This is an optimization exercise on Yosys and OpenROAD, whose aim is small area, not a production implementation. The RTL was checked by simulation tests, not by an equivalence proof against the original design. Power figures rest on the tool's default switching activity, not on a simulated workload.

**design/flow/config.mk**
```make
export PLATFORM = sky130hd
export DESIGN_NAME = sdep_engine
export DESIGN_NICKNAME = sdep_engine
export VERILOG_FILES = /design/flow/design.v
export SDC_FILE = /design/flow/constraint.sdc
export NUM_CORES = 4
export LEC_CHECK = 0
export CAP_MARGIN = 20
export CORE_MARGIN = 2
export CORE_UTILIZATION = 40
export SLEW_MARGIN = 20
```
**design/flow/constraint.sdc**
```tcl
create_clock -name core_clock -period 10.0 [get_ports {clk}]
set_input_delay 2.0000 -clock core_clock [delete_from_list [all_inputs] [get_ports {clk}]]
set_output_delay 2.0000 -clock core_clock [all_outputs]
set_load 0.01 [all_outputs]
```
**design/flow/design.v**
```verilog
module sdep_engine (
    input  wire        clk,
    input  wire        rst,
    input  wire        op_valid,
    output wire        op_ready,
    input  wire [2:0]  op_code,
    input  wire [15:0] op_cmd,
    input  wire [15:0] op_len,
    input  wire        txd_valid,
    output wire        txd_ready,
    input  wire [7:0]  txd_data,
    output wire        bus_valid,
    output reg  [2:0]  bus_op,
    output reg  [7:0]  bus_tx,
    input  wire        bus_ready,
    input  wire [7:0]  bus_rx,
    input  wire        bus_err,
    output reg         rxd_valid,
    output wire [7:0]  rxd_data,
    output wire        res_valid,
    output wire [2:0]  res_kind,
    output wire [1:0]  res_code,
    output wire [3:0]  res_cause,
    output wire [2:0]  res_inner,
    output wire        res_status,
    output wire [15:0] res_id,
    output wire [15:0] res_count,
    output reg         exch_open
);
    localparam [3:0] S_IDLE   = 4'd0,
                     S_SEL    = 4'd1,
                     S_XCHG   = 4'd2,
                     S_BUNSEL = 4'd3,
                     S_PWAIT  = 4'd4,
                     S_WHDR   = 4'd5,
                     S_FETCH  = 4'd6,
                     S_WPAY   = 4'd7,
                     S_UNSEL  = 4'd8,
                     S_PIN    = 4'd9,
                     S_RWAIT  = 4'd10,
                     S_RHDR   = 4'd11,
                     S_RPAY   = 4'd12,
                     S_FUNSEL = 4'd13,
                     S_DONE   = 4'd14,
                     S_DONEF  = 4'd15;
    localparam [6:0] F_TXPROBE = {4'd1, 3'd0},
                     F_READY   = {4'd2, 3'd0},
                     F_RXPROBE = {4'd3, 3'd0},
                     F_SENT    = {4'd4, 3'd0},
                     F_BSEL    = {4'd5, 3'd1},
                     F_BUNSEL  = {4'd5, 3'd2},
                     F_BXCHG   = {4'd5, 3'd3},
                     F_BWR     = {4'd5, 3'd4},
                     F_BRD     = {4'd5, 3'd5},
                     F_BAD     = {4'd9, 3'd0},
                     F_OVERLAP = {4'd10, 3'd0};
    localparam [6:0] TRIES = 7'd100;
    reg [3:0]  st;
    reg        m_rx;        
    reg        m_ses;       
    reg        m_x;         
    reg        m_exch;      
    reg [15:0] cmd;
    reg [15:0] cnt;
    reg [6:0]  k;
    reg [7:0]  b;
    reg        sent;
    reg        rx_c;
    wire hs = bus_valid && bus_ready;
    wire       last  = &cnt;                                    
    wire       cont  = ~(&cnt[15:5] & (cnt[4] | &cnt[3:0]));    
    wire [4:0] flen  = cont ? 5'd16 : ~cnt[4:0];
    wire       k1    = (k == 7'd1);
    wire       id_ok = (cmd[15:2] == 14'h0280) && (cmd[1:0] != 2'd3);
    assign op_ready  = (st == S_IDLE);
    assign txd_ready = (st == S_FETCH);
    assign res_valid = (st == S_DONE) || (st == S_DONEF);
    assign bus_valid = (st == S_SEL) || (st == S_XCHG) || (st == S_BUNSEL) ||
                       (st == S_WHDR) || (st == S_WPAY) || (st == S_UNSEL) ||
                       (st == S_PIN) || (st == S_RHDR) || (st == S_RPAY) ||
                       (st == S_FUNSEL);
    assign rxd_data  = b;
    assign res_id    = cmd;
    assign res_count = cnt;
    assign res_status = rx_c;
    assign res_cause = k[6:3];
    assign res_inner = k[2:0];
    assign res_code  = k[6] ? 2'd3 : k[5] ? 2'd2 : 2'd1;
    wire fault = (st == S_DONEF);
    assign res_kind  = fault ? 3'd4 :
                       !m_rx ? 3'd0 :
                       m_ses ? 3'd3 :
                       sent  ? 3'd2 : 3'd1;
    always @(*) begin
        bus_op = 3'd0;
        bus_tx = 8'h00;
        case (st)
            S_SEL:    bus_op = 3'd0;
            S_XCHG:   begin bus_op = 3'd2; bus_tx = m_rx ? 8'hFF : 8'h10; end
            S_BUNSEL, S_UNSEL, S_FUNSEL: bus_op = 3'd1;
            S_WHDR: begin
                bus_op = 3'd3;
                case (k[1:0])
                    2'd3:    bus_tx = cmd[7:0];
                    2'd2:    bus_tx = cmd[15:8];
                    default: bus_tx = {cont, 2'b00, flen};
                endcase
            end
            S_WPAY:   begin bus_op = 3'd3; bus_tx = b; end
            S_PIN:    bus_op = 3'd5;
            S_RHDR, S_RPAY: begin bus_op = 3'd4; bus_tx = 8'hFF; end
            default:  ;
        endcase
    end
    always @(posedge clk) begin
        if (rst) begin
            st        <= S_IDLE;
            exch_open <= 1'b0;
            rxd_valid <= 1'b0;
        end else begin
            rxd_valid <= 1'b0;
            case (st)
                S_IDLE: begin
                    k   <= TRIES;
                    cmd <= op_cmd;
                    if (op_valid) begin
                        case (op_code)
                            3'd1: begin
                                m_rx <= 1'b0; m_ses <= 1'b0; m_x <= 1'b0; m_exch <= 1'b0;
                                cnt <= ~op_len;
                                st  <= S_SEL;
                            end
                            3'd2, 3'd4: begin
                                m_rx <= 1'b1; m_ses <= op_code[2];
                                cnt <= 16'd0;
                                st  <= S_PIN;
                            end
                            3'd3, 3'd5: begin
                                if (exch_open) begin
                                    k  <= F_OVERLAP;
                                    st <= S_DONEF;
                                end else begin
                                    exch_open <= 1'b1;
                                    m_rx <= 1'b0; m_ses <= 1'b1; m_x <= 1'b1; m_exch <= op_code[2];
                                    cnt <= ~op_len;
                                    st  <= S_SEL;
                                end
                            end
                            default: begin
                                k  <= F_BAD;
                                st <= S_DONEF;
                            end
                        endcase
                    end
                end
                S_SEL: if (hs) begin
                    if (bus_err) begin
                        k <= F_BSEL;
                        if (m_ses) exch_open <= 1'b0;
                        st <= S_FUNSEL;
                    end else
                        st <= S_XCHG;
                end
                S_XCHG: if (hs) begin
                    if (bus_err) begin
                        k <= F_BXCHG;
                        if (m_ses) exch_open <= 1'b0;
                        st <= S_FUNSEL;
                    end else if (bus_rx < 8'hFE) begin
                        k  <= 7'd3;
                        st <= m_rx ? S_RHDR : S_WHDR;
                    end else
                        st <= S_BUNSEL;
                end
                S_BUNSEL: if (hs) begin
                    if (bus_err) begin
                        k <= F_BUNSEL;
                        if (m_ses) exch_open <= 1'b0;
                        st <= S_DONEF;
                    end else begin
                        b[4:0] <= 5'd3;
                        st <= S_PWAIT;
                    end
                end
                S_PWAIT: begin
                    if (b[4:0] != 5'd0)
                        b[4:0] <= b[4:0] - 5'd1;
                    else if (k1) begin
                        k <= m_rx ? F_RXPROBE : F_TXPROBE;
                        if (m_ses) exch_open <= 1'b0;
                        st <= S_DONEF;
                    end else begin
                        k  <= k - 7'd1;
                        st <= S_SEL;
                    end
                end
                S_WHDR: if (hs) begin
                    if (bus_err) begin
                        k <= F_BWR;
                        if (m_ses) exch_open <= 1'b0;
                        st <= S_FUNSEL;
                    end else if (k1) begin
                        k  <= {2'b00, flen};
                        st <= last ? S_UNSEL : S_FETCH;
                    end else
                        k <= k - 7'd1;
                end
                S_FETCH: if (txd_valid) begin
                    b  <= txd_data;
                    st <= S_WPAY;
                end
                S_WPAY: if (hs) begin
                    if (bus_err) begin
                        k <= F_BWR;
                        if (m_ses) exch_open <= 1'b0;
                        st <= S_FUNSEL;
                    end else begin
                        cnt <= cnt + 16'd1;
                        if (k1)
                            st <= S_UNSEL;
                        else begin
                            k  <= k - 7'd1;
                            st <= S_FETCH;
                        end
                    end
                end
                S_UNSEL: if (hs) begin
                    if (bus_err) begin
                        k <= F_BUNSEL;
                        if (m_ses) exch_open <= 1'b0;
                        st <= S_DONEF;
                    end else if (!m_rx) begin
                        if (m_x && !last) begin
                            k  <= TRIES;
                            st <= S_SEL;
                        end else if (m_exch) begin
                            m_rx <= 1'b1;
                            cnt  <= 16'd0;
                            k    <= TRIES;
                            st   <= S_PIN;
                        end else
                            st <= S_DONE;
                    end else if (sent) begin
                        if (m_ses) begin
                            k <= F_SENT;
                            exch_open <= 1'b0;
                            st <= S_DONEF;
                        end else
                            st <= S_DONE;
                    end else if (m_ses && rx_c) begin
                        k  <= TRIES;
                        st <= S_PIN;
                    end else begin
                        if (m_ses) exch_open <= 1'b0;
                        st <= S_DONE;
                    end
                end
                S_PIN: if (hs) begin
                    if (bus_rx[0]) begin
                        k  <= TRIES;
                        st <= S_SEL;
                    end else begin
                        b[4:0] <= 5'd19;
                        st <= S_RWAIT;
                    end
                end
                S_RWAIT: begin
                    if (b[4:0] != 5'd0)
                        b[4:0] <= b[4:0] - 5'd1;
                    else if (k1) begin
                        k <= F_READY;
                        if (m_ses) exch_open <= 1'b0;
                        st <= S_DONEF;
                    end else begin
                        k  <= k - 7'd1;
                        st <= S_PIN;
                    end
                end
                S_RHDR: if (hs) begin
                    if (bus_err) begin
                        k <= F_BRD;
                        if (m_ses) exch_open <= 1'b0;
                        st <= S_FUNSEL;
                    end else if (k1) begin
                        k    <= bus_rx[6:0];
                        rx_c <= bus_rx[7];
                        sent <= !id_ok;
                        st   <= (!id_ok || bus_rx[6:0] == 7'd0) ? S_UNSEL : S_RPAY;
                    end else begin
                        if (k[0]) cmd[7:0]  <= bus_rx;
                        else      cmd[15:8] <= bus_rx;
                        k <= k - 7'd1;
                    end
                end
                S_RPAY: if (hs) begin
                    if (bus_err) begin
                        k <= F_BRD;
                        if (m_ses) exch_open <= 1'b0;
                        st <= S_FUNSEL;
                    end else begin
                        rxd_valid <= 1'b1;
                        b   <= bus_rx;
                        cnt <= cnt + 16'd1;
                        if (k1)
                            st <= S_UNSEL;
                        else
                            k <= k - 7'd1;
                    end
                end
                S_FUNSEL: if (hs) st <= S_DONEF;
                default: st <= S_IDLE;    
            endcase
        end
    end
endmodule
```
**design/flow/flow/run.sh**
```bash
#!/bin/bash
# Standard ORFS layout, with the smallest buffer cell on the ports and a
# clock tree built from small clock buffers without dummy loads.
set -euo pipefail
cd "$(dirname "$0")/.."
export BUFFER_PORTS_ARGS="-buffer_cell sky130_fd_sc_hd__buf_1"
export CTS_ARGS="-sink_clustering_enable -repair_clock_nets -buf_list sky130_fd_sc_hd__clkbuf_4 -root_buf sky130_fd_sc_hd__clkbuf_4 -dont_use_dummy_load"
bash standard.sh > standard.log 2>&1
```
**design/flow/standard.sh**
```bash
#!/bin/bash
# synth_recipe.tcl (not shown) runs the flow's synth.tcl, then flattens the netlist and writes it again
# the make line also repeats each setting of config.mk as NAME=value (left out here)
make -C /OpenROAD-flow-scripts/flow DESIGN_CONFIG=/design/flow/config.mk WORK_HOME=/design/flow/orfs CLKGATE_MAP_FILE= SYNTH_SCRIPT=/design/flow/synth_recipe.tcl "${@:-finish}"
```
==> Flow_metrics.wiki, run 1 <==
{| class="wikitable"
! Metric !! Value
|-
| Worst-margin pin slew || 1050 ps
|-
| Vias in the first global route || 4834
|-
| Worst slack on hold paths || 519 ps
|-
| Aggregate global routing overflow || 0
|-
| H-tree level count || 3
|-
| Vertical die dimension || 114 um
|-
| DR vias || roughly 5300
|-
| Initial antenna violation count || 0
|-
| Number of max-cap violations || 0
|-
| Clock insertion delay at the later pin of the skew report || roughly 450 ps
|-
| DP Cell Count || between 800 and 900
|-
| Yosys cell types || 72
|-
| Final nets || 758
|-
| Leakage component of the power || approximately 1.9 nW
|-
| Core footprint || 11900 um^2
|-
| Run status || finished clean
|-
| CP cell instances || nand2b_1 > nor3_1 > a21oi_1 > nand2_1 > a21oi_1 > o21ai_0 > buf_1
|-
| Critical path start-end classification || reg2out
|-
| Boundary pin count || around 130
|-
| Logic depth of the worst register-to-register path || 5
|-
| Clock buffer depth || 2
|-
| Total CTS buffers || 9
|-
| Final min period || 4940 ps
|-
| Number of sinks driven by the clock tree || slightly below 60
|-
| CTS Hold Buffers Added || 0
|-
| Clock tree root buffer cell || sky130_fd_sc_hd__clkbuf_4
|-
| YS warnings || 1
|-
| Drt total wl || 17900 um
|-
| Endpoint class of the critical path || output pin
|-
| Post-synthesis to final-layout area growth || 12.2%
|-
| PwrDens || 241 nW/um^2
|-
| Worst reg2reg path startpoint || st[1]
|-
| Global-route wire length before repair || between 20000 and 30000 um
|-
| Number of cells in the finished layout apart from fillers || 838
|-
| Pin count of the biggest net entering global routing || 50
|-
| RePlAce Congestion || 1.07
|-
| Data arrival, critical path || 2940 ps
|-
| Terminus of the critical flop-to-flop path || cnt[15]
|-
| Hold Path Class || reg2reg
|-
| Startpoint of the lowest-slack hold path || st[3]
|-
| Synthesized netlist cell count || 594
|-
| Inserted Diodes || 0
|-
| Total number of placement rows || 40
|-
| Maximum clock frequency || 0.203 GHz
|-
| Vias per cell || between 6 and 7
|-
| IR drop worst, VDD || 0.120 mV
|-
| Startpoint type of the worst setup path || flip-flop
|-
| Summed negative setup slack over all endpoints || 0 ps
|-
| Number of max-slew violations in the final report || 0
|-
| Termination of the worst setup path || bus_tx[7]
|-
| Master of the slowest instance on the critical path || sky130_fd_sc_hd__dfxtp_1
|-
| Critical Path Max Stage Delay || between 900 and 1000 ps
|-
| Primary FF master, synth || sky130_fd_sc_hd__edfxtp_1
|-
| Endpoints failing hold || 0
|-
| Largest driver fanout on the critical path || 28
|-
| Cells resized by post-CTS repair || 0
|-
| CTS tree || yes
|-
| Cell mode on critical path || sky130_fd_sc_hd__a21oi_1
|-
| Count of flip-flops with a built-in enable after synthesis || 53
|-
| Fraction of the yosys area taken by sequential cells || 35.6%
|-
| Final antenna-violating net count || 0
|-
| Slew HR || 30.0%
|-
| Share of the cycle needed by the critical path after routing || 49.4%
|-
| Setup repair bufs after CTS || 0
|-
| Worst clock skew on the final layout || 34.6 ps
|-
| HPWL reported at the end of detailed placement || approximately 13000 um
|-
| Avg Cell Area, Syn || 8.10 um^2
|-
| Final core occ || between 40% and 50%
|-
| DRC Markers || 0
|-
| Setup slack on the worst flop-to-flop path || ~6700 ps
|-
| Initial cell density of the core || 40.6%
|-
| Port bufs || between 100 and 150
|-
| Synthesized cell area || 4810 um^2
|-
| Count of routing violations after the opening detailed-route iteration || 600
|-
| Die outline width || 114 um
|-
| Clock slew seen by the registers of the worst setup and hold paths || 110 ps
|-
| CP Data Required Time || 8000 ps
|-
| TritonRoute pass-1 iters || 8
|-
| Final total power || approximately 0.0013 W
|-
| Crit path from || st[1]
|-
| Share of async-settable or async-resettable flops after synthesis || 0%
|-
| Final routed wire length divided by cell count || 21.3 um
|-
| Fraction of final layout cells with drive strength greater than 1 || 4.92%
|-
| RSZ-0062 raised after global routing || no
|-
| Die area || about 13000 um^2
|-
| Post-synthesis net count || between 600 and 700
|-
| Fill cells || 1253
|-
| Number of register bits inferred by synthesis || roughly 60
|-
| Global-route usage over all layers || between 20% and 30%
|-
| Final setup viols || 0
|}
==> placed cells by master (no fill, tap or decap), drive strengths merged, types with 4 or more instances in the layout <==
master	instances
nor4b	4
o221ai	4
and3	6
buf	137
dfxtp	6
a31oi	7
nand3b	4
nand2b	9
a21oi	38
ha	8
and4	4
and2	4
o22ai	25
nor3	22
nor3b	6
nand4	6
edfxtp	53
a211oi	4
o311ai	4
o211ai	5
or3	4
nand2	98
a221oi	6
nor2	49
a22oi	12
a221o	8
nand3	14
inv	18
xnor2	11
nor2b	8
a22o	5
clkbuf	9
o21ai	33
o31ai	4
xor2	11
==> cells by family (layout without fill, tap and decap cells) <==
family                     count (synthesis)  in the layout  share of synthesized area [%]
adders and majority gates                  8              8                           2.08
DFF                                       59             59                           35.6
xor gates and xnor gates                  22             22                           4.00
buffers and inverters                     68            165                           6.13
and+or+nand+nor                          250            250                           25.7
AOI/OAI and AO/OA                        183            183                           25.7
muxes                                      4              4                          0.858
==> per-stage QoR <==
stage / setup slack (ps) / cell area (um^2)
after global placement: 5710 / 5330
after global routing: 4840 / 5400
after detailed placement: 5610 / 5330
after CTS: 5120 / 5400
final: 5060 / 5400
after floorplan: 5590 / 4810
==> layout make-up <==
class,instances,area [um^2],area share (%)
inverters,19,71.3,1.32
flip-flops and latches,59,1710,31.7
well taps,147,184,3.41
repair buffers,137,556,10.3
clock buffers,9,67.6,1.25
multi-input cells,467,2810,52.1
==> critical path, delay by kind of cell, from the launching register on <==
family | cells | cell delay, ps
flip-flops | 1 | 970
buffers and inverters | 1 | 170
AO/OA/AOI/OAI | 3 | 310
AND/OR/NAND/NOR | 3 | 1050
==> where the power goes <==
part           internal, W  switching, W
Clock            0.0000416     0.0000849
Combinational     0.000248      0.000455
Sequential        0.000369      0.000103
==> metal layers <==
layer	part of all wire, %	GRT usage [%]	up-vias
met4	3.7	10.7	0
met5	0	0	-
met2	45	42.0	325
li1	-	-	2422
met1	41	38.6	2478
met3	9.8	5.58	54
==> synth_stat cells, types with 8 or more instances <==
library cell               instances  share of area, %
sky130_fd_sc_hd__a21oi_1          38               4.0
sky130_fd_sc_hd__a221o_1           8               1.7
sky130_fd_sc_hd__a22oi_1          12               1.9
sky130_fd_sc_hd__buf_2            20               2.1
sky130_fd_sc_hd__clkbuf_1         26               2.0
sky130_fd_sc_hd__edfxtp_1         53                33
sky130_fd_sc_hd__ha_1              8               2.1
sky130_fd_sc_hd__inv_1            16               1.2
sky130_fd_sc_hd__nand2_1          97               7.6
sky130_fd_sc_hd__nand2b_1          9               1.2
sky130_fd_sc_hd__nand3_1          14               1.5
sky130_fd_sc_hd__nor2_1           49               3.8
sky130_fd_sc_hd__nor3_1           20               2.1
sky130_fd_sc_hd__o21ai_0          30               3.1
sky130_fd_sc_hd__o22ai_1          25               3.2
sky130_fd_sc_hd__xnor2_1          11               2.0
sky130_fd_sc_hd__xor2_1           11               2.0
==> state kept, by name, summed over array words and instances, names as in the netlist <==
signal / cells
st: 4
sent: 1
b: 8
m_rx: 1
rxd_valid: 1
exch_open: 1
m_exch: 1
cmd: 16
cnt: 16
rx_c: 1
m_x: 1
m_ses: 1
k: 7
==> how the worst min path moves through the flow <==
stage                      to  slack (ps)  depth (start not counted)
floorplan           exch_open         530                          2
global placement        st[3]         510                          2
detailed placement      st[3]         500                          2
CTS                     st[3]         520                          2
global route            st[3]         550                          2
finish                  st[3]         520                          2
==> run 2, diff against run 1 <==
==> design/flow/run.sh (new file) <==
#!/bin/bash
# synth_recipe.tcl (not shown) runs the flow's synth.tcl, then flattens the netlist and writes it again
# the make line also repeats each setting of config.mk as NAME=value (left out here)
make -C /OpenROAD-flow-scripts/flow DESIGN_CONFIG=/design/flow/config.mk WORK_HOME=/design/flow/orfs CLKGATE_MAP_FILE= SYNTH_SCRIPT=/design/flow/synth_recipe.tcl finish
removed: design/flow/flow/run.sh
removed: design/flow/standard.sh
==> Flow_metrics.wiki, run 2 <==
{| class="wikitable"
! Metric !! Value
|-
| Hold Path Class || reg2reg
|-
| Die outline width || 114 um (unchanged)
|-
| Number of register bits inferred by synthesis || 59 (unchanged)
|-
| Pin count of the biggest net entering global routing || 42 (-16%)
|-
| Worst reg2reg path startpoint || st[3]
|-
| Port bufs || 126 (unchanged)
|-
| Setup slack on the worst flop-to-flop path || 6530 ps (-130 ps)
|-
| Leading area contributor after synthesis || sky130_fd_sc_hd__edfxtp_1
|-
| Relative contribution of combinational cells to total power || 49.9% (-4.1 points)
|-
| Number of stages on the worst hold path || 2 (unchanged)
|-
| Final core occ || 54.2% (+8.7 points)
|-
| Global-route usage over all layers || 28.0% (+0.45 points)
|-
| Final nets || 756 (-0.26%)
|-
| Endpoints failing hold || 0 (unchanged)
|-
| Vertical die dimension || 114 um (unchanged)
|-
| Primary FF master, synth || sky130_fd_sc_hd__edfxtp_1
|-
| Initial cell density of the core || 40.6% (unchanged)
|-
| Core footprint || 11900 um^2 (unchanged)
|-
| Inserted Diodes || 0 (unchanged)
|-
| Clock buffer depth || 2 (unchanged)
|-
| Flop pwr share || 28.9% (-7.4 points)
|-
| CTS tree || yes
|-
| Most common library cells after synthesis || sky130_fd_sc_hd__nand2_1 (97), sky130_fd_sc_hd__edfxtp_1 (53), sky130_fd_sc_hd__nor2_1 (49)
|-
| Run status || finished clean
|-
| Die area || 12900 um^2 (unchanged)
|-
| Setup repair bufs after CTS || 0 (unchanged)
|-
| Startpoint type of the worst setup path || flip-flop
|-
| Data arrival, critical path || 3070 ps (+130 ps)
|-
| Avg Cell Area, Syn || 8.10 um^2 (unchanged)
|-
| Final antenna-violating net count || 0 (unchanged)
|-
| Initial antenna violation count || 0 (unchanged)
|-
| Most common cell after layout, fill and taps aside || sky130_fd_sc_hd__clkdlybuf4s50_1
|-
| Fraction of the yosys area taken by sequential cells || 35.6% (unchanged)
|-
| Cells resized by post-CTS repair || 0 (unchanged)
|-
| Switching power || 0.000691 W (+7.5%)
|-
| Terminus of the critical flop-to-flop path || st[0]
|-
| Commonest non-fill, non-tap cells in the layout || sky130_fd_sc_hd__clkdlybuf4s50_1 (126), sky130_fd_sc_hd__nand2_1 (97), sky130_fd_sc_hd__edfxtp_1 (53), sky130_fd_sc_hd__nor2_1 (49), sky130_fd_sc_hd__a21oi_1 (38)
|-
| Share of the cycle needed by the critical path after routing || 50.7% (+1.3 points)
|-
| Aggregate global routing overflow || 0 (unchanged)
|-
| Summed negative setup slack over all endpoints || 0 ps (unchanged)
|-
| Endpoint class of the critical path || output pin
|-
| RSZ-0062 raised after global routing || no
|-
| Synthesized netlist cell count || 594 (unchanged)
|-
| Most numerous cell in the Yosys netlist || sky130_fd_sc_hd__nand2_1
|-
| Worst clock skew on the final layout || 12.0 ps (-22.6 ps)
|-
| Yosys cell types || 72 (unchanged)
|-
| Number of sinks driven by the clock tree || 59 (unchanged)
|-
| Startpoint of the lowest-slack hold path || exch_open
|-
| Count of routing violations after the opening detailed-route iteration || 516 (-14%)
|-
| Share of async-settable or async-resettable flops after synthesis || 0% (unchanged)
|-
| Clock insertion delay at the later pin of the skew report || 340 ps (-110 ps)
|-
| Number of max-cap violations || 0 (unchanged)
|-
| Maximum clock frequency || 0.197 GHz (-2.6%)
|-
| Synthesized cell area || 4810 um^2 (unchanged)
|-
| Fill cells || 1140 (-9.0%)
|-
| Count of flip-flops with a built-in enable after synthesis || 53 (unchanged)
|-
| Drt total wl || 18500 um (+3.2%)
|-
| Final min period || 5070 ps (+131 ps)
|-
| Fraction of final layout cells with drive strength greater than 1 || 5.60% (+0.68 points)
|-
| Post-synthesis to final-layout area growth || 33.6%
|-
| Logic depth of the worst register-to-register path || 7 (+2)
|-
| Post-synthesis net count || 659 (unchanged)
|-
| Leakage component of the power || 2.31 nW (+24%)
|-
| Internal power contribution || 0.000952 W (+45%)
|-
| DRC Markers || 0 (unchanged)
|-
| CTS Hold Buffers Added || 0 (unchanged)
|-
| IR drop worst, VDD || 0.146 mV (+22%)
|-
| Final routed wire length divided by cell count || 21.9 um (+2.6%)
|-
| Critical path start-end classification || reg2out
|-
| Biggest registers after layout || cmd: 16 flops, cnt: 16 flops, b: 8 flops
|-
| Final total power || 0.00164 W (+26%)
|-
| Setup slack after layout || 4930 ps (-131 ps)
|-
| Worst hold path endpoint || exch_open
|-
| Share of power burned in the clock network || 21.2% (+12 points)
|-
| Clock slew seen by the registers of the worst setup and hold paths || 60 ps (-50 ps)
|-
| CP Data Required Time || 8000 ps (about the same)
|-
| Global-route wire length before repair || 27700 um (+1.7%)
|-
| Pre-CTS setup slack || 5350 ps (-260 ps)
|-
| Ranking of synthesized cells by area || sky130_fd_sc_hd__edfxtp_1 (33%), sky130_fd_sc_hd__nand2_1 (7.6%), sky130_fd_sc_hd__a21oi_1 (4.0%), sky130_fd_sc_hd__nor2_1 (3.8%), sky130_fd_sc_hd__o22ai_1 (3.2%)
|-
| RePlAce Congestion || 0.970 (-9.1%)
|-
| PwrDens || 255 nW/um^2 (+6.0%)
|-
| Total CTS buffers || 9 (unchanged)
|-
| Fraction of power spent switching nets || 42.1% (-7.3 points)
|-
| H-tree level count || 3 (unchanged)
|-
| Final setup viols || 0 (unchanged)
|-
| TritonRoute pass-1 iters || 5 (-3)
|-
| DR vias || 5342 (+1.2%)
|-
| Total number of placement rows || 40 (unchanged)
|-
| HPWL reported at the end of detailed placement || 13700 um (+4.1%)
|-
| Boundary pin count || 127 (unchanged)
|-
| Slew HR || 27.7% (-2.3 points)
|-
| Vias per cell || 6.34 (+0.59%)
|-
| Crit path from || cnt[0]
|-
| YS warnings || 1 (unchanged)
|-
| Top cell type's share of synthesized area || 33.1% (unchanged)
|-
| Clock tree root buffer cell || sky130_fd_sc_hd__clkbuf_16
|-
| Number of max-slew violations in the final report || 0 (unchanged)
|-
| Worst-margin pin slew || 1080 ps (+31.6 ps)
|-
| Largest driver fanout on the critical path || 7 (-75%)
|-
| Vias in the first global route || 4970 (+2.8%)
|}
-- run 2: cell counts after synthesis --
No cell type changed its count.
-- run 2: worst max-delay path by stage --
stage	end	slack [ps]
after floorplan	cnt[0]	5590
after global placement	k[6]	5300
after detailed placement	bus_tx[2]	5350
after CTS	bus_tx[2]	4960
after global routing	bus_tx[1]	4750
final	bus_tx[2]	4930
-- run 2: power by group through the flow --
stage | Combinational [W] | Clock [W] | Sequential (W)
detailed placement | 0.000797 | 0 | 0.000475
finish | 0.000820 | 0.000349 | 0.000474
global placement | 0.000798 | 0 | 0.000470
floorplan | 0.000449 | 0 | 0.000472
CTS | 0.000802 | 0.000351 | 0.000471
global route | 0.000875 | 0.000363 | 0.000484
-- run 2: cells by family after synthesis --
| logic type | Yosys count | share of synthesized area, % |
|---|---|---|
| simple gates | 250 | 25.7 |
| compound gates | 183 | 25.7 |
| buf+inv | 68 | 6.13 |
| flops | 59 | 35.6 |
| xor+xnor | 22 | 4.00 |
| fa+ha+maj | 8 | 2.08 |
| mux | 4 | 0.858 |
-- run 2: per-layer routing --
layer	up-vias	routed length (um)	track usage, %
met5	-	0	0
met2	343	8510	43.6
met1	2532	7610	38.4
met3	43	1820	5.53
met4	0	521	11.1
li1	2424	-	-
-- run 2: cell type report --
| class | count | area (um^2) | area share (%) |
|---|---|---|---|
| clock buffer | 9 | 225 | 3.50 |
| clock inverter | 7 | 98.8 | 1.54 |
| tap | 147 | 184 | 2.86 |
| timing repair buffer | 135 | 1320 | 20.6 |
| multi-input combinational | 467 | 2820 | 43.8 |
| sequential | 59 | 1710 | 26.6 |
| inverter | 19 | 71.3 | 1.11 |
-- run 2: per-stage QoR --
step,std cells,hold WS (ps),instance area (um^2)
finish,843,579,6430
global route,843,616,6430
CTS,843,581,6430
detailed placement,827,573,6110
global placement,825,566,6090
floorplan,594,531,4810
-- run 2: critical path, stage by stage (launching register included) --
cell                              delay, ps
sky130_fd_sc_hd__edfxtp_1               480
sky130_fd_sc_hd__ha_1                   230
sky130_fd_sc_hd__nand3_1                120
sky130_fd_sc_hd__ha_1                   200
sky130_fd_sc_hd__nand3b_1               320
sky130_fd_sc_hd__or3_1                  430
sky130_fd_sc_hd__o21ai_0                220
sky130_fd_sc_hd__a221o_1                180
sky130_fd_sc_hd__clkdlybuf4s50_1        540

[port drivers added, routing unchanged]
The results above use ideal ports. As a check the final layouts listed here were re-extracted and re-timed, cells and wires unchanged. Step 1, drivers: a clkbuf_16 drives clk and a buf_2 each remaining input, both assumed. Step 2 moves the port delays by t, midway between the first and last clock arrival at a register: inputs arrive t later, outputs are due t later. That takes back most of the time a late clock gives input paths. Three values: ideal ports, drivers, drivers and shift; two values: the first two.
run	t (ns)	slack for setup (ns)	hold WS [ns]
run 1	0.469	5.063 / 5.030 / 5.499	0.519 / 0.519 / 0.519
run 2	0.375	4.932 / 4.894 / 5.269	0.579 / 0.579 / 0.579
After both steps setup and hold are still met in every run listed.
